Context: an optimization exercise on an open-source flow, tuned for a short achievable clock period and few clock cycles. The choices shown serve that exercise and are no tape-out recipe. Function was checked by simulation only, so behaviour that the tests miss may differ from the original. Power and IR drop assume default switching activity.

--- flow/constraint.sdc ---
create_clock -name core_clock -period 5.0 [get_ports {clk}]
set_input_delay 1.0000 -clock core_clock [delete_from_list [all_inputs] [get_ports {clk}]]
set_output_delay 1.0000 -clock core_clock [all_outputs]
set_load 0.01 [all_outputs]
--- flow/design.v ---
module hc11_decoder (
    input  wire [7:0] b,
    output wire       c_fam,       
    output wire       c_esc,       
    output wire [2:0] c_famc,      
    output wire [3:0] c_sfx,       
    output wire       c_xy,        
    output wire       c_is16,      
    output wire [1:0] c_mode,      
    output wire       c_zero,      
    output wire       c_pbx,       
    output wire       c_pby,       
    output wire       c_pbix,      
    output wire       c_pbiy       
);
    localparam FAM_LD = 3'd1, FAM_ST = 3'd2, FAM_SUB = 3'd3, FAM_AD = 3'd4;
    localparam SFX_NONE = 4'd0, SFX_DD = 4'd1, SFX_DB = 4'd2, SFX_CA = 4'd3, SFX_CB = 4'd4,
               SFX_DA = 4'd5, SFX_B = 4'd6, SFX_A = 4'd7, SFX_AA = 4'd8, SFX_AB = 4'd9,
               SFX_D = 4'd10, SFX_S = 4'd11;
    wire [7:0] m      = b & 8'h85;
    wire [7:0] v      = b & 8'hCF;
    wire       is_ld  = (m == 8'h84);
    wire       is_st  = (m == 8'h85) && (b != 8'hCD);
    wire       is_sub = (m == 8'h80) || ((m == 8'h81) && (v == 8'h83));
    wire       is_ad  = (m == 8'h81) && (v != 8'h83);
    assign c_esc  = (m == 8'h00) || (b == 8'hCD);
    assign c_fam  = is_ld || is_st || is_sub || is_ad;
    assign c_famc = is_ld ? FAM_LD : is_st ? FAM_ST : is_sub ? FAM_SUB : FAM_AD;
    assign c_mode = b[5:4];
    assign c_zero = (b == 8'h00);
    assign c_xy   = (v == 8'hCE) || (v == 8'hCF);
    assign c_pbx  = (b == 8'h00) || (b == 8'hCD);
    assign c_pby  = (b == 8'h18);
    assign c_pbix = (b == 8'h00) || (b == 8'h1A);
    assign c_pbiy = (b == 8'h18) || (b == 8'hCD);
    reg [3:0] sfx_n;
    reg       is16_n;
    always @(*) begin
        sfx_n  = SFX_NONE;
        is16_n = 1'b0;
        case (v)
            8'hC3: begin sfx_n = SFX_DD; is16_n = 1'b1; end
            8'hCB: sfx_n = SFX_DB;
            8'h89: sfx_n = SFX_CA;
            8'hC9: sfx_n = SFX_CB;
            8'h8B: sfx_n = SFX_DA;
            8'hC0: sfx_n = SFX_B;
            8'h80: sfx_n = SFX_A;
            8'h86, 8'h87: sfx_n = SFX_AA;
            8'hC6, 8'hC7: sfx_n = SFX_AB;
            8'h83, 8'hCC, 8'hCD: begin sfx_n = SFX_D; is16_n = 1'b1; end
            8'h8E, 8'h8F: begin sfx_n = SFX_S; is16_n = 1'b1; end
            default: ;
        endcase
    end
    assign c_sfx  = sfx_n;
    assign c_is16 = is16_n;
endmodule
module hc11mon_dl #(
    parameter [15:0] MIN      = 16'h0400,
    parameter [15:0] MAX      = 16'h7DFF,
    parameter [15:0] LF_START = 16'h1000,
    parameter [15:0] LF_MAX   = 16'h7DC0
) (
    input  wire        clk,
    input  wire        rst,
    input  wire        cmd_valid,
    output wire        cmd_ready,
    input  wire [1:0]  cmd_op,
    input  wire [15:0] cmd_start,
    input  wire [15:0] cmd_end,
    input  wire        in_valid,
    output wire        in_ready,
    input  wire [7:0]  in_data,
    input  wire        in_eos,
    output wire        mem_req,
    output wire        mem_we,
    output wire [15:0] mem_addr,
    output wire [7:0]  mem_wdata,
    input  wire        mem_ack,
    input  wire [7:0]  mem_rdata,
    output reg         ev_valid,
    input  wire        ev_ready,
    output reg  [2:0]  ev_type,
    output reg  [15:0] ev_addr,
    output reg  [15:0] ev_data,
    output reg  [15:0] ev_line,
    output reg  [2:0]  ev_kind,
    output reg         ev_flag,
    output reg  [2:0]  ev_len,
    output reg  [47:0] ev_raw,
    output reg  [2:0]  ev_fam,
    output reg  [3:0]  ev_sfx,
    output reg  [2:0]  ev_opform
);
    localparam OP_DECODE = 2'd0, OP_DISASM = 2'd1, OP_LOAD = 2'd2;
    localparam EV_ORG = 3'd1, EV_INSTR = 3'd2, EV_END = 3'd3, EV_PROGRESS = 3'd4,
               EV_SUMMARY = 3'd5, EV_REPORT = 3'd6;
    localparam ERR_BOUNDS = 3'd2, ERR_FORMAT = 3'd3, ERR_CHECKSUM = 3'd4,
               ERR_STREAMEND = 3'd5, ERR_RANGE = 3'd6;
    localparam T_IDLE = 3'd0, T_DCHK = 3'd1, T_DIS = 3'd2, T_DEND = 3'd3,
               T_FIN = 3'd4, T_LOAD = 3'd5;
    localparam L_WIN = 2'd0, L_C1 = 2'd1, L_C2 = 2'd2, L_STOP = 2'd3;
    localparam SFX_NONE = 4'd0, SFX_X = 4'd12, SFX_Y = 4'd13;
    localparam OF_NONE = 3'd0, OF_IMM8 = 3'd1, OF_IMM16 = 3'd2, OF_DIR = 3'd3,
               OF_IDX_X = 3'd4, OF_IDX_Y = 3'd5, OF_EXT = 3'd6;
    localparam O_IMM16_FIRST = 2'd0, O_LAST8 = 2'd1, O_EXT_HI = 2'd2, O_LAST16 = 2'd3;
    function hexv;
        input [7:0] c;
        hexv = (c >= 8'h30 && c <= 8'h39) || (c >= 8'h41 && c <= 8'h46);
    endfunction
    function [3:0] hexn;
        input [7:0] c;
        hexn = c[6] ? c[3:0] + 4'd9 : c[3:0];
    endfunction
    function [7:0] hexc;
        input [3:0] v;
        hexc = (v < 4'd10) ? {4'h3, v} : {4'h4, v - 4'd9};
    endfunction
    reg [2:0]  ts;
    reg        cmd_ready_r;
    reg        in_ready_r;
    reg        single;
    reg [15:0] c_start, c_end;
    reg        r_range, r_sbad, r_ebad;
    reg        mreq;
    reg        mwe;
    reg [15:0] ma;
    reg [7:0]  wdat;
    localparam FW = 8 + 16 + 1 + 23;
    reg        rd_on;
    reg [1:0]  fc;
    reg [FW-1:0] f0, f1;
    reg        st_opnd;
    reg [1:0]  k;
    reg        pbx, pby, pbix, pbiy;
    reg [1:0]  ost;
    reg [2:0]  opf;
    reg [7:0]  hi;
    reg [2:0]  fam_r;
    reg [3:0]  sfx_r;
    reg [5:0]  pos1h;     
    reg [2:0]  pos;
    reg [47:0] raw;
    reg [15:0] ia;
    reg        seen_end;
    reg        t_v;
    reg [2:0]  t_type;
    reg [15:0] t_addr, t_data, t_line;
    reg [2:0]  t_kind;
    reg        t_flag;
    reg [2:0]  t_len;
    reg [47:0] t_raw;
    reg [2:0]  t_fam;
    reg [3:0]  t_sfx;
    reg [2:0]  t_opform;
    reg [1:0]  ls;
    reg [2:0]  wcnt;
    reg        full, s1f, s9f, hvf, rngf, wgo;
    reg [3:0]  wn0, wn1, wn2, wn3, wn4, wn5, wn6, wn7;
    reg [7:0]  whv, wS, w1, w9;
    reg [15:0] line;
    reg [15:0] written;
    reg        first_v;
    reg [15:0] first;
    reg [7:0]  acc;
    reg        add_pend;
    reg        al_pend;
    reg [7:0]  cnt;
    reg [7:0]  c1;
    reg        c1_hv;
    reg [3:0]  c1_nib;
    reg        pe_v;
    reg [2:0]  pe_type;
    reg [2:0]  pe_kind;
    reg [15:0] pe_addr, pe_data;
    assign cmd_ready = cmd_ready_r;
    assign in_ready  = in_ready_r;
    assign mem_req   = mreq;
    assign mem_we    = mwe;
    assign mem_addr  = ma;
    assign mem_wdata = wdat;
    wire can_push = !t_v;
    wire in_take  = in_valid && in_ready_r;
    wire       c_fam, c_esc, c_xy, c_is16, c_zero, c_pbx, c_pby, c_pbix, c_pbiy;
    wire [2:0] c_famc;
    wire [3:0] c_sfx;
    wire [1:0] c_mode;
    hc11_decoder u_cls (
        .b(mem_rdata), .c_fam(c_fam), .c_esc(c_esc), .c_famc(c_famc), .c_sfx(c_sfx),
        .c_xy(c_xy), .c_is16(c_is16), .c_mode(c_mode), .c_zero(c_zero),
        .c_pbx(c_pbx), .c_pby(c_pby), .c_pbix(c_pbix), .c_pbiy(c_pbiy)
    );
    wire [FW-1:0] f_new = {mem_rdata, ma + 16'd1, ma == c_end,
                           c_fam, c_esc, c_famc, c_sfx, c_xy, c_is16, c_mode, c_zero,
                           c_pbx, c_pby, c_pbix, c_pbiy, 5'd0};
    wire [7:0]  b      = f0[FW-1 -: 8];
    wire [15:0] h_ap1  = f0[FW-9 -: 16];
    wire        h_eq   = f0[23];
    wire        h_fam  = f0[22];
    wire        h_esc  = f0[21];
    wire [2:0]  h_famc = f0[20:18];
    wire [3:0]  h_sfx  = f0[17:14];
    wire        h_xy   = f0[13];
    wire        h_is16 = f0[12];
    wire [1:0]  h_mode = f0[11:10];
    wire        h_zero = f0[9];
    wire        h_pbx  = f0[8];
    wire        h_pby  = f0[7];
    wire        h_pbix = f0[6];
    wire        h_pbiy = f0[5];
    wire h_escg  = h_esc && (k != 2'd3);
    wire d_ends  = st_opnd ? ost[0] : !(h_fam || h_escg);
    wire d_null  = !st_opnd;
    wire dpop    = (ts == T_DIS) && (fc != 2'd0) && (!d_ends || can_push);
    wire dlast   = single || seen_end || h_eq;
    wire [47:0] raw_ev = {pos1h[5] ? b : raw[47:40], pos1h[4] ? b : raw[39:32],
                          pos1h[3] ? b : raw[31:24], pos1h[2] ? b : raw[23:16],
                          pos1h[1] ? b : raw[15:8],  pos1h[0] ? b : raw[7:0]};
    wire l_eval = (ts == T_LOAD) && (ls == L_WIN) && full && !pe_v && (s9f || (s1f && !(hvf && rngf)));
    reg        push;
    reg [2:0]  p_type;
    reg [15:0] p_addr, p_data, p_line;
    reg [2:0]  p_kind;
    reg        p_flag;
    reg [2:0]  p_len;
    reg [47:0] p_raw;
    reg [2:0]  p_fam;
    reg [3:0]  p_sfx;
    reg [2:0]  p_opform;
    always @(*) begin
        push     = 1'b0;
        p_type   = EV_REPORT;
        p_addr   = 16'h0000;
        p_data   = 16'h0000;
        p_line   = line;
        p_kind   = ERR_FORMAT;
        p_flag   = 1'b0;
        p_len    = pos + 3'd1;
        p_raw    = raw_ev;
        p_fam    = d_null ? 3'd0 : fam_r;
        p_sfx    = d_null ? 4'd0 : sfx_r;
        p_opform = d_null ? OF_NONE : opf;
        case (ts)
            T_DCHK: begin
                push   = can_push;
                p_line = 16'd0;
                if (r_range) begin
                    p_kind = ERR_RANGE; p_addr = c_start; p_data = c_end;
                end else if (r_sbad) begin
                    p_kind = ERR_BOUNDS; p_addr = c_start;
                end else if (r_ebad) begin
                    p_kind = ERR_BOUNDS; p_addr = c_end;
                end else begin
                    p_type = EV_ORG; p_addr = c_start;
                end
            end
            T_DEND: begin
                push   = can_push;
                p_type = EV_END;
                p_addr = c_end;
            end
            T_DIS: begin
                push   = dpop && d_ends;
                p_type = EV_INSTR;
                p_addr = ia;
                p_flag = !d_null;
                p_data = (st_opnd && ost[1]) ? {hi, b} : {8'h00, d_null ? 8'h00 : b};
            end
            default: begin
                if (pe_v) begin
                    push   = can_push;
                    p_type = pe_type;
                    p_kind = pe_kind;
                    p_addr = pe_addr;
                    p_data = pe_data;
                end else if (l_eval) begin
                    push = can_push;
                    if (s9f) begin
                        p_type = EV_SUMMARY;
                        p_flag = first_v;
                        p_addr = first;
                        p_data = written;
                    end else begin
                        p_kind = hvf ? ERR_BOUNDS : ERR_FORMAT;
                        p_addr = {wn4, wn5, wn6, wn7};
                    end
                end
            end
        endcase
    end
    wire ev_pop    = ev_valid && ev_ready;
    wire head_free = !ev_valid || ev_ready;
    wire ev_valid_n = t_v || push || (ev_valid && !ev_ready);
    wire t_v_n      = head_free ? (t_v && push) : (t_v || push);
    wire        in_hv  = hexv(in_data);
    wire [3:0]  in_nib = hexn(in_data);
    wire        wc_bad = (ma < MIN) || (ma > MAX);
    wire [7:0]  fsum   = ~acc;
    wire        ck_ok  = (c1 == hexc(fsum[7:4])) && (in_data == hexc(fsum[3:0])) &&
                         (acc != 8'hFF);
    wire        hdr_go = full && s1f && hvf && rngf;
    wire [7:0]  hdr_n  = {wn2, wn3};
    wire [15:0] la_n   = {wn5, wn6, wn7, in_nib};
    wire        rng_n  = (la_n >= LF_START) && (la_n <= LF_MAX);
    wire        pe_pushed = pe_v && can_push;
    reg [1:0]  ls_n;
    reg        ts_fin;        
    reg        pe_set;
    reg [2:0]  pe_type_n, pe_kind_n;
    reg [15:0] pe_addr_n, pe_data_n;
    reg        want_n;        
    reg        wr_n;          
    reg        mreq_wr_n;
    always @(*) begin
        ls_n      = ls;
        ts_fin    = 1'b0;
        pe_set    = 1'b0;
        pe_type_n = EV_REPORT;
        pe_kind_n = ERR_FORMAT;
        pe_addr_n = 16'h0000;
        pe_data_n = 16'h0000;
        wr_n      = 1'b0;
        want_n    = 1'b0;
        if (in_take && in_eos) begin
            pe_set    = 1'b1;
            pe_kind_n = ERR_STREAMEND;
            ls_n      = L_STOP;
            ts_fin    = 1'b1;
        end else begin
            case (ls)
                L_WIN: begin
                    if (hdr_go) begin
                        ls_n   = in_take ? L_C2 : L_C1;
                        want_n = 1'b1;
                    end else if (full && (s9f || s1f)) begin
                        if (l_eval && can_push) begin
                            ls_n   = L_STOP;
                            ts_fin = 1'b1;
                        end
                    end else if (in_take) begin
                        want_n = !(full || wcnt == 3'd7) || !(wS[1] && (w1[2] || w9[2])) ||
                                 (w1[2] && (&whv[7:3]) && in_hv && rng_n);
                    end else
                        want_n = wgo;
                end
                L_C1: begin
                    want_n = 1'b1;
                    if (in_take) ls_n = L_C2;
                end
                L_C2: begin
                    want_n = 1'b1;
                    if (in_take) begin
                        if (!(c1_hv && in_hv)) begin
                            pe_set = 1'b1;
                            ls_n   = L_STOP;
                            ts_fin = 1'b1;
                            want_n = 1'b0;
                        end else if (cnt != 8'd0) begin
                            if (wc_bad) begin
                                pe_set    = 1'b1;
                                pe_kind_n = ERR_BOUNDS;
                                pe_addr_n = ma;
                                ls_n      = L_STOP;
                                ts_fin    = 1'b1;
                                want_n    = 1'b0;
                            end else begin
                                wr_n = 1'b1;
                                ls_n = L_C1;
                            end
                        end else if (ck_ok) begin
                            pe_set    = 1'b1;
                            pe_type_n = EV_PROGRESS;
                            ls_n      = L_WIN;
                        end else begin
                            pe_set    = 1'b1;
                            pe_kind_n = ERR_CHECKSUM;
                            pe_data_n = {fsum, c1_nib, in_nib};
                            ls_n      = L_STOP;
                            ts_fin    = 1'b1;
                            want_n    = 1'b0;
                        end
                    end
                end
                default: ;
            endcase
        end
        mreq_wr_n = wr_n || (mreq && !mem_ack);
    end
    wire pe_v_n = pe_set || (pe_v && !can_push);
    wire pe_free_n = !pe_v_n || !t_v_n;
    wire al_wait_n  = (ls == L_WIN) && hdr_go && (hdr_n < 8'd4);
    wire ld_ready_n = want_n && pe_free_n &&
                      !(ls_n == L_C2 && (mreq_wr_n || al_wait_n)) && (ls_n != L_STOP);
    wire       rpush = mreq && mem_ack && !mwe && rd_on;
    wire [1:0] fc_n  = fc + {1'b0, rpush} - {1'b0, dpop};
    integer i;
    always @(posedge clk) begin
        if (rst) begin
            ts          <= T_IDLE;
            cmd_ready_r <= 1'b1;
            in_ready_r  <= 1'b0;
            mreq        <= 1'b0;
            mwe         <= 1'b0;
            rd_on       <= 1'b0;
            fc          <= 2'd0;
            ev_valid    <= 1'b0;
            t_v         <= 1'b0;
            add_pend    <= 1'b0;
            al_pend     <= 1'b0;
            pe_v        <= 1'b0;
        end else begin
            ev_valid <= ev_valid_n;
            t_v      <= t_v_n;
            if (head_free) begin
                if (t_v) begin
                    ev_type <= t_type; ev_addr <= t_addr; ev_data <= t_data; ev_line <= t_line;
                    ev_kind <= t_kind; ev_flag <= t_flag; ev_len <= t_len; ev_raw <= t_raw;
                    ev_fam <= t_fam; ev_sfx <= t_sfx; ev_opform <= t_opform;
                end else begin
                    ev_type <= p_type; ev_addr <= p_addr; ev_data <= p_data; ev_line <= p_line;
                    ev_kind <= p_kind; ev_flag <= p_flag; ev_len <= p_len; ev_raw <= p_raw;
                    ev_fam <= p_fam; ev_sfx <= p_sfx; ev_opform <= p_opform;
                end
            end
            if (t_v ? head_free : !head_free) begin
                t_type <= p_type; t_addr <= p_addr; t_data <= p_data; t_line <= p_line;
                t_kind <= p_kind; t_flag <= p_flag; t_len <= p_len; t_raw <= p_raw;
                t_fam <= p_fam; t_sfx <= p_sfx; t_opform <= p_opform;
            end
            if (rpush) ma <= ma + 16'd1;
            case ({rpush, dpop})
                2'b10: begin
                    if (fc == 2'd0) f0 <= f_new;
                    else            f1 <= f_new;
                end
                2'b01: f0 <= f1;
                2'b11: begin
                    if (fc == 2'd1) f0 <= f_new;
                    else begin f0 <= f1; f1 <= f_new; end
                end
                default: ;
            endcase
            fc <= fc_n;
            if (rd_on) mreq <= (fc_n != 2'd2);
            if (dpop) begin
                seen_end <= seen_end | h_eq;
                raw      <= raw_ev;
                if (d_ends) begin
                    st_opnd <= 1'b0;
                    k       <= 2'd0;
                    pbx <= 1'b1; pby <= 1'b0; pbix <= 1'b1; pbiy <= 1'b0;
                    pos     <= 3'd0;
                    pos1h   <= 6'd1;
                    ia      <= h_ap1;
                    if (dlast) begin
                        rd_on <= 1'b0;
                        mreq  <= 1'b0;
                        fc    <= 2'd0;
                        ts    <= single ? T_FIN : T_DEND;
                    end
                end else begin
                    pos   <= pos + 3'd1;
                    pos1h <= {pos1h[4:0], 1'b0};
                    if (!st_opnd) begin
                        if (h_fam) begin
                            st_opnd <= 1'b1;
                            fam_r   <= h_famc;
                            sfx_r   <= h_xy ? (pbx ? SFX_X : pby ? SFX_Y : SFX_NONE) : h_sfx;
                            case (h_mode)
                                2'b00: begin
                                    ost <= h_is16 ? O_IMM16_FIRST : O_LAST8;
                                    opf <= h_is16 ? OF_IMM16 : OF_IMM8;
                                end
                                2'b01: begin ost <= O_LAST8; opf <= OF_DIR; end
                                2'b10: begin
                                    ost <= O_LAST8;
                                    opf <= pbix ? OF_IDX_X : pbiy ? OF_IDX_Y : OF_DIR;
                                end
                                default: begin ost <= O_EXT_HI; opf <= OF_EXT; end
                            endcase
                        end else begin
                            k    <= k + 2'd1;
                            pbx  <= h_pbx;
                            pby  <= h_pby;
                            pbix <= h_pbix;
                            pbiy <= h_pbiy;
                        end
                    end else begin
                        hi <= b;
                        if (ost == O_IMM16_FIRST && h_zero) begin
                            ost <= O_LAST8;
                            opf <= OF_IMM8;
                        end else
                            ost <= O_LAST16;
                    end
                end
            end
            if (ts == T_LOAD) begin
                ls         <= ls_n;
                in_ready_r <= ld_ready_n;
                if (ts_fin) ts <= T_FIN;
            end
            pe_v <= pe_v_n;
            if (pe_set) begin
                pe_type <= pe_type_n;
                pe_kind <= pe_kind_n;
                pe_addr <= pe_addr_n;
                pe_data <= pe_data_n;
            end
            if (mwe) mreq <= mreq_wr_n;
            if (mwe && mreq && mem_ack) begin
                ma      <= ma + 16'd1;
                written <= written + 16'd1;
            end
            if (wr_n) begin
                wdat     <= {c1_nib, in_nib};
                add_pend <= 1'b1;
                cnt      <= cnt - 8'd1;
            end else
                add_pend <= 1'b0;
            if (add_pend)
                acc <= acc + wdat;
            else if (al_pend)
                acc <= acc + {wn6, wn7};
            al_pend <= 1'b0;
            if ((ts == T_LOAD) && (ls == L_WIN) && hdr_go && !(in_take && in_eos)) begin
                if (!first_v) begin
                    first_v <= 1'b1;
                    first   <= {wn4, wn5, wn6, wn7};
                end
                acc     <= hdr_n + {wn4, wn5};
                al_pend <= 1'b1;
                ma      <= {wn4, wn5, wn6, wn7};
                cnt     <= (hdr_n >= 8'd3) ? hdr_n - 8'd3 : 8'd0;
            end
            if ((ts == T_LOAD) && in_take && !in_eos) begin
                if (ls == L_WIN && !hdr_go) begin
                    wn0 <= wn1; wn1 <= wn2; wn2 <= wn3; wn3 <= wn4;
                    wn4 <= wn5; wn5 <= wn6; wn6 <= wn7; wn7 <= in_nib;
                    whv  <= {in_hv, whv[7:1]};
                    wS   <= {in_data == "S", wS[7:1]};
                    w1   <= {in_data == "1", w1[7:1]};
                    w9   <= {in_data == "9", w9[7:1]};
                    if (wcnt == 3'd7) full <= 1'b1;
                    wcnt <= wcnt + 3'd1;
                    s1f  <= wS[1] && w1[2];
                    s9f  <= wS[1] && w9[2];
                    hvf  <= (&whv[7:3]) && in_hv;
                    rngf <= rng_n;
                    wgo  <= want_n;
                end
                if ((ls == L_WIN && hdr_go) || ls == L_C1) begin
                    c1     <= in_data;
                    c1_hv  <= in_hv;
                    c1_nib <= in_nib;
                end
                if (ls == L_C2 && ls_n == L_WIN) begin
                    line <= line + 16'd1;
                    wcnt <= 3'd0;
                    full <= 1'b0;
                    wgo  <= 1'b1;
                end
            end
            case (ts)
                T_IDLE: begin
                    if (cmd_valid) begin
                        c_start  <= cmd_start;
                        c_end    <= cmd_end;
                        r_range  <= cmd_start > cmd_end;
                        r_sbad   <= (cmd_start < MIN) || (cmd_start > MAX);
                        r_ebad   <= (cmd_end < MIN) || (cmd_end > MAX);
                        st_opnd  <= 1'b0;
                        k        <= 2'd0;
                        pbx <= 1'b1; pby <= 1'b0; pbix <= 1'b1; pbiy <= 1'b0;
                        pos      <= 3'd0;
                        pos1h    <= 6'd1;
                        seen_end <= 1'b0;
                        ia       <= cmd_start;
                        fc       <= 2'd0;
                        case (cmd_op)
                            OP_DECODE, OP_DISASM: begin
                                single      <= (cmd_op == OP_DECODE);
                                ma          <= cmd_start;
                                mwe         <= 1'b0;
                                mreq        <= 1'b1;
                                rd_on       <= 1'b1;
                                cmd_ready_r <= 1'b0;
                                ts          <= (cmd_op == OP_DECODE) ? T_DIS : T_DCHK;
                            end
                            OP_LOAD: begin
                                mwe         <= 1'b1;
                                mreq        <= 1'b0;
                                rd_on       <= 1'b0;
                                cmd_ready_r <= 1'b0;
                                in_ready_r  <= 1'b1;
                                ts          <= T_LOAD;
                                ls          <= L_WIN;
                                wcnt        <= 3'd0;
                                full        <= 1'b0;
                                wgo         <= 1'b1;
                                line        <= 16'd1;
                                written     <= 16'd0;
                                first_v     <= 1'b0;
                                first       <= 16'd0;
                            end
                            default: ;
                        endcase
                    end
                end
                T_DCHK: begin
                    if (push) begin
                        if (!(r_range || r_sbad || r_ebad))
                            ts <= T_DIS;
                        else begin
                            rd_on <= 1'b0;
                            mreq  <= 1'b0;
                            fc    <= 2'd0;
                            ts    <= T_FIN;
                        end
                    end
                end
                T_DIS: ;    
                T_DEND: begin
                    if (push) ts <= T_FIN;
                end
                T_FIN: begin
                    in_ready_r <= 1'b0;
                    if (!ev_valid_n && !t_v_n && !pe_v_n && !(mreq && !mem_ack)) begin
                        ts          <= T_IDLE;
                        cmd_ready_r <= 1'b1;
                    end
                end
                T_LOAD: ;
                default: ts <= T_IDLE;
            endcase
        end
    end
endmodule
--- flow/run.sh ---
#!/bin/bash
# synth_recipe.tcl (not shown) runs the flow's synth.tcl, then flattens the netlist and writes it again
# the make line also repeats each setting of config.mk as NAME=value (left out here)
make -C /OpenROAD-flow-scripts/flow DESIGN_CONFIG=/design/flow/config.mk WORK_HOME=/design/flow/orfs CLKGATE_MAP_FILE= SYNTH_SCRIPT=/design/flow/synth_recipe.tcl finish
--- flow/config.mk ---
export PLATFORM = sky130hd
export DESIGN_NAME = hc11mon_dl
export DESIGN_NICKNAME = hc11mon_dl
export VERILOG_FILES = /design/flow/design.v
export SDC_FILE = /design/flow/constraint.sdc
export NUM_CORES = 4
export LEC_CHECK = 0
export ABC_CLOCK_PERIOD_IN_PS = 2000
export CAP_MARGIN = 20
export CORE_MARGIN = 2
export CORE_UTILIZATION = 40
export PLACE_DENSITY = 0.6
export SETUP_SLACK_MARGIN = 2.8
export SLEW_MARGIN = 20
==> results.txt, run 1 <==
| Parameter | Value |
| --- | --- |
| Ranking of synthesized cells by area | sky130_fd_sc_hd__edfxtp_1, sky130_fd_sc_hd__mux2_2, sky130_fd_sc_hd__ha_1 |
| Crit path buf inv count | 3 |
| Reg2Reg Depth | 12 |
| Fraction of registers with async set or reset after synthesis | 0 |
| H-tree levels | 3 |
| Startpoint type of the worst setup path | flop |
| Reg-to-reg slack, setup | 1910 ps |
| Post-route insts no fill | 3725 |
| Total Neg Setup Slack | 0 ps |
| Crit path to | line[8]$_DFFE_PN_ |
| Ys flop type | sky130_fd_sc_hd__edfxtp_1 |
| Proportion of layout cells with a drive suffix above 1 | 0.3589 |
| Count of TritonRoute iterations in the first routing pass | 8 |
| Worst hold slack | 417.6 ps |
| # setup viols final | 0 |
| WS Path Type | reg -> reg |
| Cell class contributing the biggest share of worst-path delay | simple AND/OR/NAND/NOR gates |
| Final worst clock skew | 27.96 ps |
| Global-route wire length before repair | 134600 um |
| Crit. End Element | flop |
| Leakage power summed over all cells | 14.56 nW |
| Max_cap viols | 0 |
| Total clock buffers created by CTS | 70 |
| Net count of the mapped netlist | 2378 |
| Total congestion overflow after global routing | 0 |
| Maximum number of pins on one net before global-route repair | 76 |
| Count of cell types in the netlist | 81 |
| Utilization after layout | 0.5365 |
| Cell area power density | 325.4 nW/um^2 |
| Path class of the lowest-slack min-delay path | reg -> reg |
| Routability cong. | 0.9307 |
| Mean routed wirelength per cell | 25.07 um |
| DP Area | 33760 sq um |
| Critical path depth | 12 |
| Synthesized instance count | 2259 |
| Effective utilization at floorplan | 0.4054 |
| Via Count | 21320 |
| Data arrival, critical path | 3550 ps |
| Largest vdd supply drop | 0.0002189 V |
| Top cell type's share of synthesized area | 0.6415 |
| EDFF count, synth | 648 |
| Pwr Total | 13.06 mW |
| Clock latency of the later-clocked register in the worst-skew pair | 640 ps |
| Die outline area | 78060 sq um |
| Worst slew margin | 0.3537 |
| Critical path's slowest cell | sky130_fd_sc_hd__or3_4 |
| R2R Path Start | cnt[1]$_DFFE_PP_ |
| Actual slew at the worst max-slew pin | 960.5 ps |
| Final standard cell area without fillers | 40140 sq um |
| RSZ-0062 raised after global routing | true |
| Yosys Warn Count | 2 |
| Startpoint of the worst setup timing path | cnt[1]$_DFFE_PP_ |
| Required time worst endpoint | 5460 ps |
| Ports | 202 |
| Final hold violation count | 0 |
| Clock tree from TritonCTS | built |
| Sum of net half-perimeters after detailed placement | 56920 um |
| Antenna diode count | 0 |
| Syn-to-layout area delta | 32.34% |
| FP Rows | 100 |
| Post-Place Worst Slack | 731.3 ps |
| Port Buf Inserts | 201 |
| Post-detailed-routing wire length | 93380 um |
| Number of max-slew violations in the final report | 0 |
| Cells along the critical path | inv_1 > ha_2 > or3b_4 > or3_4 > o21ba_4 > o211a_1 > and4bb_4 > buf_4 > buf_6 > nand2_2 > nor4_2 > o21bai_1 |
| Post-synthesis register bit count | 663 |
| Worst-path fanout max | 6 |
| Residual DRC count | 0 |
| Maximum number of buffers from clock root to sink | 3 |
| Clock slew at the register clock pins of the worst setup and hold paths | 60 ps |
| Die boundary width | 279.4 um |
| Core Footprint | 74820 sq um |
| Root cell of the clock tree | sky130_fd_sc_hd__clkbuf_16 |
| Layout net count | 2819 |
| Minimum period implied by the final worst setup slack | 3088 ps |
| Vert. Die Dim | 279.4 um |
| Detailed-route vias per instance | 5.723 |
| GRT Util Overall | 0.2308 |
| Initial antenna violation count | 0 |
| Part of the cycle the worst path needs | 0.6175 |
| Portion of the post-synthesis area used by sequential elements | 0.6514 |
| Number of global-route vias before repair | 20990 |
| Maximum cell stage delay along the critical path | 460 ps |
| Count of clock tree sinks | 663 |
| Remaining antenna violation count after routing | 0 |
| Max Clock Freq | 323.9 MHz |
| Result of the run | complete, no violations |
| Critical R2R Capture | line[8]$_DFFE_PN_ |
| Cell area after synthesis | 30340 sq um |
| Instance count after placement with tap cells included | 3344 |
| Final Worst Setup Slack | 1912 ps |
| Count of routing violations after the opening detailed-route iteration | 2304 |
| Syn avg cell area | 13.43 sq um |
| Cell accounting for the most synthesized area | sky130_fd_sc_hd__edfxtp_1 |
## cells by family (layout without fill, tap and decap cells)
| group | count (synthesis) | after routing | synth area share |
|---|---|---|---|
| flops | 663 | 663 | 0.6514 |
| buf+inv | 188 | 679 | 0.02483 |
| mux | 215 | 215 | 0.07791 |
| simple gates | 630 | 636 | 0.1028 |
| xor+xnor | 100 | 100 | 0.02887 |
| fa+ha+maj | 62 | 62 | 0.02607 |
| compound gates | 401 | 401 | 0.08818 |
## metal layers
metal | routed length [um] | track usage | vias to the layer above
li1 | - | - | 9459
met2 | 43710 | 0.3735 | 929
met5 | 0 | 0 | -
met1 | 38970 | 0.3129 | 10740
met4 | 3717 | 0.09146 | 0
met3 | 6977 | 0.03578 | 192
## sequential cells by signal (all words and copies together) (netlist names), 16 cells and up
signal,count
t_line,16
c_end,16
f0,41
t_raw,48
t_data,16
written,16
first,16
ma,16
ev_data,16
f1,41
ev_line,16
pe_addr,16
ev_addr,16
ia,16
ev_raw,48
line,16
c_start,16
pe_data,16
t_addr,16
raw,48
## report_power, final
part | leakage, nW | total [mW] | internal, mW | switching, mW
clock network | 1.16 | 5.45 | 3.18 | 2.27
registers | 6.15 | 6.48 | 6.32 | 0.158
logic | 7.25 | 1.14 | 0.466 | 0.671
## repair_timing
item	in CTS	in global routing
setup buffers	144	63
gates cloned	33	13
resized for setup	986	181
endpoints found under the setup margin	966	717
hold buffers	0	0
pin swaps	100	89
## Yosys cell counts, types with 16 or more instances
master / count
sky130_fd_sc_hd__inv_1: 63
sky130_fd_sc_hd__nor2b_1: 17
sky130_fd_sc_hd__a21oi_1: 101
sky130_fd_sc_hd__clkbuf_1: 109
sky130_fd_sc_hd__nand4_1: 22
sky130_fd_sc_hd__mux2i_1: 46
sky130_fd_sc_hd__nor3_1: 38
sky130_fd_sc_hd__nand2_1: 199
sky130_fd_sc_hd__xnor2_1: 59
sky130_fd_sc_hd__mux2_2: 169
sky130_fd_sc_hd__edfxtp_1: 648
sky130_fd_sc_hd__nand3_1: 29
sky130_fd_sc_hd__and3_1: 19
sky130_fd_sc_hd__and2_1: 55
sky130_fd_sc_hd__or3_1: 20
sky130_fd_sc_hd__nor2_1: 146
sky130_fd_sc_hd__a31oi_1: 22
sky130_fd_sc_hd__xor2_1: 41
sky130_fd_sc_hd__o221ai_1: 19
sky130_fd_sc_hd__a22oi_1: 33
sky130_fd_sc_hd__a222oi_1: 16
sky130_fd_sc_hd__o21ai_0: 84
sky130_fd_sc_hd__ha_1: 60
sky130_fd_sc_hd__a22o_1: 38
## cell usage in the layout (no fill, tap or decap), types with 43 or more instances in the layout
master                      instances
sky130_fd_sc_hd__edfxtp_1         648
sky130_fd_sc_hd__nand2_1          175
sky130_fd_sc_hd__mux2_2           168
sky130_fd_sc_hd__buf_4            134
sky130_fd_sc_hd__buf_2            133
sky130_fd_sc_hd__nor2_1           118
sky130_fd_sc_hd__buf_6             80
sky130_fd_sc_hd__clkbuf_16         79
sky130_fd_sc_hd__a21oi_1           61
sky130_fd_sc_hd__inv_1             54
sky130_fd_sc_hd__xnor2_1           54
sky130_fd_sc_hd__and2_1            50
sky130_fd_sc_hd__ha_1              48
sky130_fd_sc_hd__o21ai_0           47
sky130_fd_sc_hd__buf_12            44
sky130_fd_sc_hd__mux2i_1           43
## how the worst min path moves through the flow
stage	start	end	slack (ps)	depth (start not counted)
3_5_place_dp	f0[18]$_DFFE_PP_	fam_r[0]$_DFFE_PP_	400	0
4_1_cts	w1[5]$_DFFE_PP_	w1[4]$_DFFE_PP_	420	0
5_1_grt	wS[5]$_DFFE_PP_	wS[4]$_DFFE_PP_	420	0
2_1_floorplan	f0[18]$_DFFE_PP_	fam_r[0]$_DFFE_PP_	400	0
6_report	w1[5]$_DFFE_PP_	w1[4]$_DFFE_PP_	420	0
3_3_place_gp	w1[7]$_DFFE_PP_	w1[6]$_DFFE_PP_	400	0
## final cells by class
cell class              count  area [sq um]
well taps                 969          1212
fillers                  6135         34680
clock inverters            46         543.0
repair buffers            487          5074
multi-input cells        1414         11410
inverters                  64         276.5
flip-flops and latches    663         19790
clock buffers              82          1839
Testbench counts, summed over its fixed seeds: cycles 43,679.
==> inputs of run 2 (changes only) <==
==> flow/config.mk (replaced) <==
export PLATFORM = sky130hd
export DESIGN_NAME = hc11mon_dl
export DESIGN_NICKNAME = hc11mon_dl
export VERILOG_FILES = /design/flow/design.v
export SDC_FILE = /design/flow/constraint.sdc
export NUM_CORES = 4
export LEC_CHECK = 0
export ABC_CLOCK_PERIOD_IN_PS = 1500
export CAP_MARGIN = 20
export CORE_MARGIN = 2
export CORE_UTILIZATION = 40
export PLACE_DENSITY = 0.6
export SETUP_SLACK_MARGIN = 3.2
export SLEW_MARGIN = 20
==> run 2 against run 1 <==
Effect of this change: still clean on timing, DRC and antenna; sequential power barely moved; final cell count up 4.5%; utilization is 4.6 points higher; clock-buffer cell count up 10; first-iteration DRC count up 21%; non-clock buffer count is 156 higher; clock skew is 7.4 ps higher; worst hold slack worse by 3.5 ps; critical path type is now in -> reg; largest cell class unchanged; largest power group unchanged.
==> results.txt, run 2 <==
| Parameter | Value | Change |
| --- | --- | --- |
| H-tree levels | 3 | unchanged |
| Post-synthesis register bit count | 663 | unchanged |
| Startpoint type of the worst setup path | input port |  |
| Leakage power summed over all cells | 16.15 nW | +11% |
| Part of the cycle the worst path needs | 0.6055 | -0.01205 |
| Clock slew at the register clock pins of the worst setup and hold paths | 60 ps | about the same |
| Count of routing violations after the opening detailed-route iteration | 2794 | +21% |
| Max_cap viols | 0 | unchanged |
| Yosys Warn Count | 2 | unchanged |
| DP Area | 33730 sq um | -0.10% |
| Uppermost layer routed | met5 |  |
| Worst-path fanout max | 6 | unchanged |
| Effective utilization at floorplan | 0.4054 | unchanged |
| Mean routed wirelength per cell | 26.93 um | +7.4% |
| Sum of net half-perimeters after detailed placement | 56880 um | about the same |
| Ys flop type | sky130_fd_sc_hd__edfxtp_1 |  |
| Count of TritonRoute iterations in the first routing pass | 11 | +3 |
| Via Count | 22810 | +7.0% |
| Post-detailed-routing wire length | 104800 um | +12% |
| Actual slew at the worst max-slew pin | 697.7 ps | -262.8 ps |
| Maximum number of pins on one net before global-route repair | 75 | -1.3% |
| Final hold violation count | 0 | unchanged |
| Most common cell after layout, fill and taps aside | sky130_fd_sc_hd__edfxtp_1 |  |
| Cell accounting for the most synthesized area | sky130_fd_sc_hd__edfxtp_1 |  |
| Top cell type's share of synthesized area | 0.6415 | unchanged |
| Required time worst endpoint | 5480 ps | +20 ps |
| Result of the run | complete, no violations |  |
| Top flop regs | ev_raw x48, raw x48, t_raw x48 |  |
| Worst hold slack | 414.1 ps | -3.470 ps |
| Ranking of synthesized cells by area | sky130_fd_sc_hd__edfxtp_1, sky130_fd_sc_hd__mux2_2, sky130_fd_sc_hd__ha_1 |  |
| Minimum period implied by the final worst setup slack | 3027 ps | -60.24 ps |
| Fraction of registers with async set or reset after synthesis | 0 | unchanged |
| Routability cong. | 0.9197 | -1.2% |
| Core Footprint | 74820 sq um | unchanged |
| Worst slew margin | 0.5300 | +0.1762 |
| Maximum number of buffers from clock root to sink | 3 | unchanged |
| Antenna diode count | 0 | unchanged |
| Remaining antenna violation count after routing | 0 | unchanged |
| Residual DRC count | 0 | unchanged |
| Syn-to-layout area delta | 43.75% |  |
| Most frequent cell after synthesis | sky130_fd_sc_hd__edfxtp_1 |  |
| Final standard cell area without fillers | 43610 sq um | +8.6% |
| FP Rows | 100 | unchanged |
| Layout net count | 2987 | +6.0% |
| Clock tree from TritonCTS | built |  |
| Global-route wire length before repair | 144600 um | +7.4% |
| Ports | 202 | unchanged |
| Power Internal | 10.02 mW | +0.54% |
| # setup viols final | 0 | unchanged |
| Detailed route wirelength on metal2 | 48800 um | +12% |
| Clock latency of the later-clocked register in the worst-skew pair | 650 ps | about the same |
| Total clock buffers created by CTS | 73 | +4.3% |
| Cells along the critical path | buf_8 > or3b_4 > a2111oi_4 > nand4b_1 > or3_4 > and4bb_4 > nand4_4 > or4_4 > nand2_2 |  |
| EDFF count, synth | 648 | unchanged |
| Path class of the lowest-slack min-delay path | reg -> reg |  |
| Commonest cells in the netlist | sky130_fd_sc_hd__edfxtp_1, sky130_fd_sc_hd__nand2_1, sky130_fd_sc_hd__mux2_2 |  |
| Syn avg cell area | 13.43 sq um | unchanged |
| Net count of the mapped netlist | 2378 | unchanged |
| Final worst clock skew | 35.39 ps | +7.428 ps |
| Die outline area | 78060 sq um | unchanged |
| Largest vdd supply drop | 0.0002773 V | +27% |
| Fraction of power consumed by the clock network | 0.397 | -0.020 |
| Crit. End Element | flop |  |
| Total congestion overflow after global routing | 0 | unchanged |
| Crit path buf inv count | 1 | -2 |
| Post-CTS Hold Fix Bufs | 0 | unchanged |
| Count of cell types in the netlist | 81 | unchanged |
| Relative contribution of combinational cells to total power | 0.117 | +0.030 |
| M1 WL | 40900 um | +4.9% |
| Fraction of power spent switching nets | 0.2490 | +0.01211 |
| Commonest cells after routing, fill and taps aside | sky130_fd_sc_hd__edfxtp_1, sky130_fd_sc_hd__buf_4, sky130_fd_sc_hd__buf_6 |  |
| WS Path Type | in -> reg |  |
| Vert. Die Dim | 279.4 um | unchanged |
| Data arrival, critical path | 3510 ps | -40 ps |
| Seq pwr share | 0.486 | -0.010 |
| Initial antenna violation count | 2 | +2 |
| Synthesized instance count | 2259 | unchanged |
| Number of max-slew violations in the final report | 0 | unchanged |
| Root cell of the clock tree | sky130_fd_sc_hd__clkbuf_16 |  |
| Max Clock Freq | 330.3 MHz | +2.0% |
| Cell area after synthesis | 30340 sq um | unchanged |
| Cell area power density | 306.0 nW/um^2 | -6.0% |
| Portion of the post-synthesis area used by sequential elements | 0.6514 | unchanged |
| Pwr Total | 13.34 mW | +2.2% |
| RSZ-0062 raised after global routing | true |  |
| Detailed-route vias per instance | 5.861 | +2.4% |
| Number of global-route vias before repair | 22000 | +4.8% |
| Total Neg Setup Slack | 0 ps | unchanged |
| Proportion of layout cells with a drive suffix above 1 | 0.4617 | +0.1028 |
| GRT Util Overall | 0.2503 | +0.01948 |
| Count of clock tree sinks | 663 | unchanged |
| Met3 layer wire length in the routed design | 9445 um | +35% |
| Port Buf Inserts | 201 | unchanged |
| Cell class contributing the biggest share of worst-path delay | simple AND/OR/NAND/NOR gates |  |
| Die boundary width | 279.4 um | unchanged |
| Net switching power of the design | 3.323 mW | +7.4% |
| Critical path's slowest cell | sky130_fd_sc_hd__or4_4 |  |
| Maximum cell stage delay along the critical path | 440 ps | -20 ps |
run 2: cell counts after synthesis:
No cell type changed its count.
run 2: area by class of cell:
cell class              count  area [sq um]
repair inverters            2         16.27
fillers                  5682         31210
repair buffers            643          7126
flip-flops and latches    663         19800
multi-input cells        1421         12840
clock inverters            37         380.4
clock buffers              92          1939
inverters                  64         297.8
well taps                 969          1212
run 2: kinds of logic (layout without fill, tap and decap cells):
logic type / count (synthesis) / after routing / share of synthesized area
DFF: 663 / 663 / 0.6514
and+or+nand+nor: 630 / 642 / 0.1028
AOI/OAI and AO/OA: 401 / 402 / 0.08818
muxes: 215 / 215 / 0.07791
buffers and inverters: 188 / 838 / 0.02483
xor gates and xnor gates: 100 / 100 / 0.02887
adders and majority gates: 62 / 62 / 0.02607
run 2: metal layers:
metal  up-vias  global-route usage
li1       9843                   -
met1     11380              0.3306
met2      1278              0.4052
met3       303             0.04487
met4         4              0.1109
met5         -                   0
run 2: timing repair:
item                                    in CTS  in global routing
hold endpoints to repair                     0                  0
gates resized for setup                   1397                348
gates cloned                                60                 18
endpoints found under the setup margin    1200                947
buffers inserted                           262                 81
pin swaps                                  186                115
run 2: path summary, 6_finish.rpt:
path	from	end	slack (ps)	cells past startpoint
hold reg to reg	wS[5]$_DFFE_PP_	wS[4]$_DFFE_PP_	410	0
hold / removal	wS[5]$_DFFE_PP_	wS[4]$_DFFE_PP_	410	0
setup / recovery	in_data[4]	line[10]$_DFFE_PN_	1970	9
setup reg to reg	acc[6]$_DFFE_PP_	line[10]$_DFFE_PN_	2010	8
run 2: per-stage QoR:
step                setup slack, ps  utilization  std cells
floorplan                      1562            -       2259
global placement              714.7       0.4508       3340
detailed placement            698.9       0.4508       3340
CTS                            2054       0.5503       3791
global route                   1882       0.5828       3891
finish                         1973       0.5828       3891
run 2: power by group through the flow:
stage	clock [mW]	sequential (mW)	combinational, mW
finish	5.30	6.48	1.56
global route	5.59	6.50	1.63
CTS	5.36	6.47	1.28
detailed placement	0	6.63	0.966
global placement	0	6.63	0.948
floorplan	0	6.56	0.539
==> inputs of run 3 (changes only) <==
--- a/flow/design.v
+++ b/flow/design.v
@@ -170,10 +170,8 @@
     reg [7:0]  c1;
     reg        c1_hv;
     reg [3:0]  c1_nib;
-    reg        pe_v;
-    reg [2:0]  pe_type;
-    reg [2:0]  pe_kind;
-    reg [15:0] pe_addr, pe_data;
+    reg        e_v, e_eos, e_fmt, e_dat, e_wcb, e_ck;
+    reg [3:0]  e_c2n;
     assign cmd_ready = cmd_ready_r;
     assign in_ready  = in_ready_r;
     assign mem_req   = mreq;
@@ -217,7 +215,9 @@
     wire [47:0] raw_ev = {pos1h[5] ? b : raw[47:40], pos1h[4] ? b : raw[39:32],
                           pos1h[3] ? b : raw[31:24], pos1h[2] ? b : raw[23:16],
                           pos1h[1] ? b : raw[15:8],  pos1h[0] ? b : raw[7:0]};
-    wire l_eval = (ts == T_LOAD) && (ls == L_WIN) && full && !pe_v && (s9f || (s1f && !(hvf && rngf)));
+    wire l_eval = (ts == T_LOAD) && (ls == L_WIN) && full && !e_v && (s9f || (s1f && !(hvf && rngf)));
+    wire e_evt  = e_eos || e_fmt || !e_dat || e_wcb;    
+    wire e_prog = !e_eos && !e_fmt && !e_dat && e_ck;   
     reg        push;
     reg [2:0]  p_type;
     reg [15:0] p_addr, p_data, p_line;
@@ -268,12 +268,21 @@
                 p_data = (st_opnd && ost[1]) ? {hi, b} : {8'h00, d_null ? 8'h00 : b};
             end
             default: begin
-                if (pe_v) begin
-                    push   = can_push;
-                    p_type = pe_type;
-                    p_kind = pe_kind;
-                    p_addr = pe_addr;
-                    p_data = pe_data;
+                if (e_v) begin
+                    push = e_evt && can_push;
+                    if (e_eos)
+                        p_kind = ERR_STREAMEND;
+                    else if (e_fmt)
+                        p_kind = ERR_FORMAT;
+                    else if (e_dat) begin
+                        p_kind = ERR_BOUNDS;
+                        p_addr = ma;
+                    end else if (e_ck)
+                        p_type = EV_PROGRESS;
+                    else begin
+                        p_kind = ERR_CHECKSUM;
+                        p_data = {fsum, c1_nib, e_c2n};
+                    end
                 end else if (l_eval) begin
                     push = can_push;
                     if (s9f) begin
@@ -303,28 +312,20 @@
     wire [7:0]  hdr_n  = {wn2, wn3};
     wire [15:0] la_n   = {wn5, wn6, wn7, in_nib};
     wire        rng_n  = (la_n >= LF_START) && (la_n <= LF_MAX);
-    wire        pe_pushed = pe_v && can_push;
     reg [1:0]  ls_n;
     reg        ts_fin;        
-    reg        pe_set;
-    reg [2:0]  pe_type_n, pe_kind_n;
-    reg [15:0] pe_addr_n, pe_data_n;
+    reg        e_set;
     reg        want_n;        
     reg        wr_n;          
     reg        mreq_wr_n;
     always @(*) begin
         ls_n      = ls;
         ts_fin    = 1'b0;
-        pe_set    = 1'b0;
-        pe_type_n = EV_REPORT;
-        pe_kind_n = ERR_FORMAT;
-        pe_addr_n = 16'h0000;
-        pe_data_n = 16'h0000;
+        e_set     = 1'b0;
         wr_n      = 1'b0;
         want_n    = 1'b0;
         if (in_take && in_eos) begin
-            pe_set    = 1'b1;
-            pe_kind_n = ERR_STREAMEND;
+            e_set     = 1'b1;
             ls_n      = L_STOP;
             ts_fin    = 1'b1;
         end else begin
@@ -351,16 +352,13 @@
                 L_C2: begin
                     want_n = 1'b1;
                     if (in_take) begin
+                        e_set = 1'b1;
                         if (!(c1_hv && in_hv)) begin
-                            pe_set = 1'b1;
                             ls_n   = L_STOP;
                             ts_fin = 1'b1;
                             want_n = 1'b0;
                         end else if (cnt != 8'd0) begin
                             if (wc_bad) begin
-                                pe_set    = 1'b1;
-                                pe_kind_n = ERR_BOUNDS;
-                                pe_addr_n = ma;
                                 ls_n      = L_STOP;
                                 ts_fin    = 1'b1;
                                 want_n    = 1'b0;
@@ -369,13 +367,8 @@
                                 ls_n = L_C1;
                             end
                         end else if (ck_ok) begin
-                            pe_set    = 1'b1;
-                            pe_type_n = EV_PROGRESS;
                             ls_n      = L_WIN;
                         end else begin
-                            pe_set    = 1'b1;
-                            pe_kind_n = ERR_CHECKSUM;
-                            pe_data_n = {fsum, c1_nib, in_nib};
                             ls_n      = L_STOP;
                             ts_fin    = 1'b1;
                             want_n    = 1'b0;
@@ -387,8 +380,8 @@
         end
         mreq_wr_n = wr_n || (mreq && !mem_ack);
     end
-    wire pe_v_n = pe_set || (pe_v && !can_push);
-    wire pe_free_n = !pe_v_n || !t_v_n;
+    wire e_v_n = e_set || (e_v && e_evt && !can_push);
+    wire pe_free_n = !e_v_n || !t_v_n;
     wire al_wait_n  = (ls == L_WIN) && hdr_go && (hdr_n < 8'd4);
     wire ld_ready_n = want_n && pe_free_n &&
                       !(ls_n == L_C2 && (mreq_wr_n || al_wait_n)) && (ls_n != L_STOP);
@@ -408,7 +401,7 @@
             t_v         <= 1'b0;
             add_pend    <= 1'b0;
             al_pend     <= 1'b0;
-            pe_v        <= 1'b0;
+            e_v         <= 1'b0;
         end else begin
             ev_valid <= ev_valid_n;
             t_v      <= t_v_n;
@@ -501,13 +494,17 @@
                 in_ready_r <= ld_ready_n;
                 if (ts_fin) ts <= T_FIN;
             end
-            pe_v <= pe_v_n;
-            if (pe_set) begin
-                pe_type <= pe_type_n;
-                pe_kind <= pe_kind_n;
-                pe_addr <= pe_addr_n;
-                pe_data <= pe_data_n;
+            e_v <= e_v_n;
+            if (e_set) begin
+                e_eos <= in_eos;
+                e_fmt <= !(c1_hv && in_hv);
+                e_dat <= (cnt != 8'd0);
+                e_wcb <= wc_bad;
+                e_ck  <= ck_ok;
+                e_c2n <= in_nib;
             end
+            if (e_v && e_prog && can_push)
+                line <= line + 16'd1;
             if (mwe) mreq <= mreq_wr_n;
             if (mwe && mreq && mem_ack) begin
                 ma      <= ma + 16'd1;
@@ -516,11 +513,12 @@
             if (wr_n) begin
                 wdat     <= {c1_nib, in_nib};
                 add_pend <= 1'b1;
-                cnt      <= cnt - 8'd1;
             end else
                 add_pend <= 1'b0;
-            if (add_pend)
+            if (add_pend) begin
                 acc <= acc + wdat;
+                cnt <= cnt - 8'd1;
+            end
             else if (al_pend)
                 acc <= acc + {wn6, wn7};
             al_pend <= 1'b0;
@@ -556,7 +554,6 @@
                     c1_nib <= in_nib;
                 end
                 if (ls == L_C2 && ls_n == L_WIN) begin
-                    line <= line + 16'd1;
                     wcnt <= 3'd0;
                     full <= 1'b0;
                     wgo  <= 1'b1;
@@ -626,7 +623,7 @@
                 end
                 T_FIN: begin
                     in_ready_r <= 1'b0;
-                    if (!ev_valid_n && !t_v_n && !pe_v_n && !(mreq && !mem_ack)) begin
+                    if (!ev_valid_n && !t_v_n && !e_v_n && !(mreq && !mem_ack)) begin
                         ts          <= T_IDLE;
                         cmd_ready_r <= 1'b1;
                     end
==> run 3 against run 2 <==
Effect of this change: via count decreased by 3.6%; critical path depth up 4; sequential power fell by 3.4%; non-clock buffer count down 5; final cell count is 2.0% lower; die area is 3.5% lower; wire length down 8.0%; global-route usage fell by 0.69 points; critical path type is now reg -> reg; largest power group unchanged.
==> results.txt, run 3 <==
| Parameter | Value | Change |
| --- | --- | --- |
| Cell area power density | 307.4 nW/um^2 | +0.46% |
| Via Count | 21980 | -3.6% |
| Root cell of the clock tree | sky130_fd_sc_hd__clkbuf_16 |  |
| Total Neg Setup Slack | 0 ps | unchanged |
| Hold depth | 0 | unchanged |
| Die boundary width | 274.4 um | -1.8% |
| Actual slew at the worst max-slew pin | 854.1 ps | +156.4 ps |
| Clock slew at the register clock pins of the worst setup and hold paths | 60 ps | about the same |
| Portion of the post-synthesis area used by sequential elements | 0.6480 | -0.003396 |
| Startpoint type of the worst setup path | flop |  |
| Reg-to-reg slack, setup | 2190 ps | +180 ps |
| # setup viols final | 0 | unchanged |
| Detailed route wirelength on metal2 | 44300 um | -9.2% |
| FP Rows | 99 | -1.0% |
| Total congestion overflow after global routing | 0 | unchanged |
| WS Path Type | reg -> reg |  |
| Final hold violation count | 0 | unchanged |
| Maximum number of buffers from clock root to sink | 3 | unchanged |
| Remaining antenna violation count after routing | 0 | unchanged |
| Path class of the lowest-slack min-delay path | reg -> reg |  |
| Core Footprint | 72710 sq um | -2.8% |
| Proportion of layout cells with a drive suffix above 1 | 0.4545 | -0.007188 |
| Critical R2R Capture | f0[32]$_DFFE_PP_ |  |
| Fill count | 5525 | -2.8% |
| Max_cap viols | 0 | unchanged |
| Final worst clock skew | 39.42 ps | +4.027 ps |
| Hold Path Sink | w1[2]$_DFFE_PP_ |  |
| Total clock buffers created by CTS | 69 | -5.5% |
| Syn-to-layout area delta | 42.77% |  |
| Crit. End Element | flop |  |
| Mean routed wirelength per cell | 25.27 um | -6.2% |
| GRT Util Overall | 0.2434 | -0.006887 |
| Post-detailed-routing wire length | 96400 um | -8.0% |
| Cell area after synthesis | 29240 sq um | -3.6% |
| Largest vdd supply drop | 0.0002238 V | -19% |
| Most frequent cell after synthesis | sky130_fd_sc_hd__edfxtp_1 |  |
| Reg2Reg Depth | 13 | +5 |
| Pwr Total | 12.83 mW | -3.8% |
| Result of the run | complete, no violations |  |
| Worst-path fanout max | 5 | -1 |
| Number of global-route vias before repair | 21050 | -4.3% |
| Hold Startpoint | w1[3]$_DFFE_PP_ |  |
| Uppermost layer routed | met4 |  |
| H-tree levels | 3 | unchanged |
| Ports | 202 | unchanged |
| Count of routing violations after the opening detailed-route iteration | 2605 | -6.8% |
| Met3 layer wire length in the routed design | 8647 um | -8.4% |
| RSZ-0062 raised after global routing | true |  |
| Most common cell after layout, fill and taps aside | sky130_fd_sc_hd__edfxtp_1 |  |
| Required time worst endpoint | 5340 ps | -140 ps |
| Clock tree from TritonCTS | built |  |
| Routability cong. | 0.9205 | about the same |
| Count of TritonRoute iterations in the first routing pass | 5 | -6 |
| Count of clock tree sinks | 636 | -4.1% |
| Sum of net half-perimeters after detailed placement | 54080 um | -4.9% |
| Top flop regs | ev_raw x48, raw x48, t_raw x48 |  |
| Worst hold slack | 421.8 ps | +7.652 ps |
| Count of cell types in the netlist | 82 | +1.2% |
| Vert. Die Dim | 274.4 um | -1.8% |
| Commonest cells in the netlist | sky130_fd_sc_hd__edfxtp_1, sky130_fd_sc_hd__nand2_1, sky130_fd_sc_hd__mux2_2 |  |
| Worst slew margin | 0.4246 | -0.1054 |
| Max Clock Freq | 355.3 MHz | +7.6% |
| Number of max-slew violations in the final report | 0 | unchanged |
| Ranking of synthesized cells by area | sky130_fd_sc_hd__edfxtp_1, sky130_fd_sc_hd__mux2_2, sky130_fd_sc_hd__ha_1 |  |
| Net count of the mapped netlist | 2326 | -2.2% |
| Top cell type's share of synthesized area | 0.6377 | -0.003766 |
| Initial antenna violation count | 1 | -1 |
| Port Buf Inserts | 201 | unchanged |
| Residual DRC count | 0 | unchanged |
| Synthesized instance count | 2207 | -2.3% |
| Ys flop type | sky130_fd_sc_hd__edfxtp_1 |  |
| Yosys Warn Count | 2 | unchanged |
| EDFF count, synth | 621 | -4.2% |
| Fraction of registers with async set or reset after synthesis | 0 | unchanged |
| R2R Path Start | ts[2]$_SDFF_PP0_ |  |
| Maximum number of pins on one net before global-route repair | 58 | -23% |
| Data arrival, critical path | 3160 ps | -350 ps |
| Part of the cycle the worst path needs | 0.5628 | -0.04264 |
| Effective utilization at floorplan | 0.4022 | -0.003253 |
| Syn avg cell area | 13.25 sq um | -1.3% |
| Antenna diode count | 0 | unchanged |
| Commonest cells after routing, fill and taps aside | sky130_fd_sc_hd__edfxtp_1, sky130_fd_sc_hd__buf_4, sky130_fd_sc_hd__nand2_1 |  |
| Post-synthesis register bit count | 636 | -4.1% |
| Die outline area | 75290 sq um | -3.5% |
| Leakage power summed over all cells | 15.46 nW | -4.3% |
| Post-CTS Hold Fix Bufs | 0 | unchanged |
| M1 WL | 39690 um | -3.0% |
| Minimum period implied by the final worst setup slack | 2814 ps | -213.2 ps |
| Layout net count | 2922 | -2.2% |
| Cell accounting for the most synthesized area | sky130_fd_sc_hd__edfxtp_1 |  |
| Global-route wire length before repair | 135700 um | -6.2% |
| Detailed-route vias per instance | 5.761 | -1.7% |
| Clock latency of the later-clocked register in the worst-skew pair | 640 ps | about the same |
[run 3: changes by cell type after synthesis, moves of 11 or more]
| cell | change |
|---|---|
| sky130_fd_sc_hd__nor2_1 | +18 |
| sky130_fd_sc_hd__clkbuf_1 | -12 |
| sky130_fd_sc_hd__or3_1 | -11 |
| sky130_fd_sc_hd__o221ai_1 | -17 |
| sky130_fd_sc_hd__o21ai_0 | +40 |
| sky130_fd_sc_hd__xor2_1 | +12 |
| sky130_fd_sc_hd__o21a_1 | +17 |
| sky130_fd_sc_hd__edfxtp_1 | -27 |
| sky130_fd_sc_hd__nor3_1 | -11 |
| sky130_fd_sc_hd__and2_1 | -21 |
| sky130_fd_sc_hd__a222oi_1 | -16 |
[run 3: power by group]
part	internal, mW	total [mW]	switching, mW
clock	2.87	5.05	2.18
sequential	6.10	6.26	0.163
combinational	0.690	1.53	0.836
[run 3: worst max-delay path: stages (launching register included)]
cell and delay [ps]:
sky130_fd_sc_hd__dfxtp_4 360, sky130_fd_sc_hd__buf_12 140, sky130_fd_sc_hd__nor3b_4 340, sky130_fd_sc_hd__o21ai_4 140, sky130_fd_sc_hd__a21oi_4 260, sky130_fd_sc_hd__buf_6 150, sky130_fd_sc_hd__clkinvlp_4 130, sky130_fd_sc_hd__ha_4 220
sky130_fd_sc_hd__o21a_1 150, sky130_fd_sc_hd__nor3_4 140, sky130_fd_sc_hd__buf_6 150, sky130_fd_sc_hd__buf_4 110, sky130_fd_sc_hd__buf_6 110, sky130_fd_sc_hd__buf_16 120
[run 3: through the flow]
| step | cell area (sq um) | setup slack (ps) | instances | util |
|---|---|---|---|---|
| after global routing | 41750 | 2132 | 3815 | 0.5742 |
| after CTS | 39740 | 2259 | 3712 | 0.5466 |
| final | 41750 | 2186 | 3815 | 0.5742 |
| after floorplan | 29400 | 1570 | 2207 | - |
| after global placement | 32370 | 941.1 | 3276 | 0.4452 |
| after detailed placement | 32370 | 920.2 | 3276 | 0.4452 |
[run 3: how the worst max path moves through the flow]
| stage | start | end | slack (ps) | depth (start not counted) |
|---|---|---|---|---|
| after floorplan | ev_ready | t_addr[0]$_DFFE_PP_ | 1570 | 3 |
| after global placement | in_data[6] | wcnt[2]$_DFFE_PN_ | 940 | 8 |
| after detailed placement | in_data[6] | wcnt[2]$_DFFE_PN_ | 920 | 8 |
| after CTS | acc[4]$_DFFE_PP_ | wcnt[1]$_DFFE_PN_ | 2260 | 10 |
| after global routing | ts[2]$_SDFF_PP0_ | f0[32]$_DFFE_PP_ | 2130 | 13 |
| final | ts[2]$_SDFF_PP0_ | f0[32]$_DFFE_PP_ | 2190 | 13 |
[run 3: metal layers]
metal | up-vias | GRT usage
li1 | 9475 | -
met1 | 11010 | 0.3401
met2 | 1232 | 0.3803
met3 | 262 | 0.04405
met4 | 0 | 0.08796
met5 | - | 0
[run 3: timing repair]
action                                 in CTS  in global routing
endpoints found under the hold margin       0                  0
cloned                                     61                  6
setup buffers                             251                 97
setup endpoints to repair                1144                801
pin swaps                                 151                156
gates resized for setup                  1416                290
[run 3: final cells by class]
type | count | area, sq um | area share
Sequential cell | 636 | 18980 | 0.4546
Multi-Input combinational cell | 1400 | 12150 | 0.2909
Timing Repair Buffer | 638 | 6923 | 0.1658
Clock buffer | 83 | 1810 | 0.04336
Tap cell | 959 | 1200 | 0.02874
Clock inverter | 41 | 390.4 | 0.009350
Inverter | 57 | 284.0 | 0.006803
Timing Repair inverter | 1 | 16.27 | 0.0003896
[run 3: kinds of logic (layout without fill, tap and decap cells)]
kind of cell,Yosys count,count (layout),share of synthesized area
buffers and inverters,176,820,0.02375
adder cells (fa/ha/maj),62,62,0.02704
AND/OR/NAND/NOR,582,586,0.09618
flip-flops,636,636,0.6480
AO/OA/AOI/OAI,428,429,0.09195
XOR/XNOR,113,113,0.03384
multiplexers,210,210,0.07928
Testbench counts of run 3, summed over its fixed seeds: cycles 43,679.

## port drivers added, routing unchanged
The flow's constraints put no driver on any port. The routed layouts listed below were extracted and timed again, unchanged, in two steps.
Step 1 sets driving cells, clkbuf_16 on the clock port and buf_2 on the other inputs (assumed; they add their load-dependent delay and slew).
Step 2 times the ports against the registers' clock, not the clock port: input delays grow and output delays shrink by t, the midpoint of the rising clock arrivals with the driver on.
Slacks: ideal / step 1 / step 2; pairs: ideal / step 1.
run	t (ns)	setup slack, ns	worst slew at a driven data input, ns
run 1	0.691	1.912 / 1.912 / 1.290	0.07
run 2	0.693	1.973 / 1.986 / 1.294	0.10
run 3	0.694	2.186 / 2.186 / 1.688	0.15
After both steps setup and hold are still met in every run listed. For run 2, which loses most, drivers alone change the setup slack by +0.013 ns; drivers and shift together by -0.679 ns.
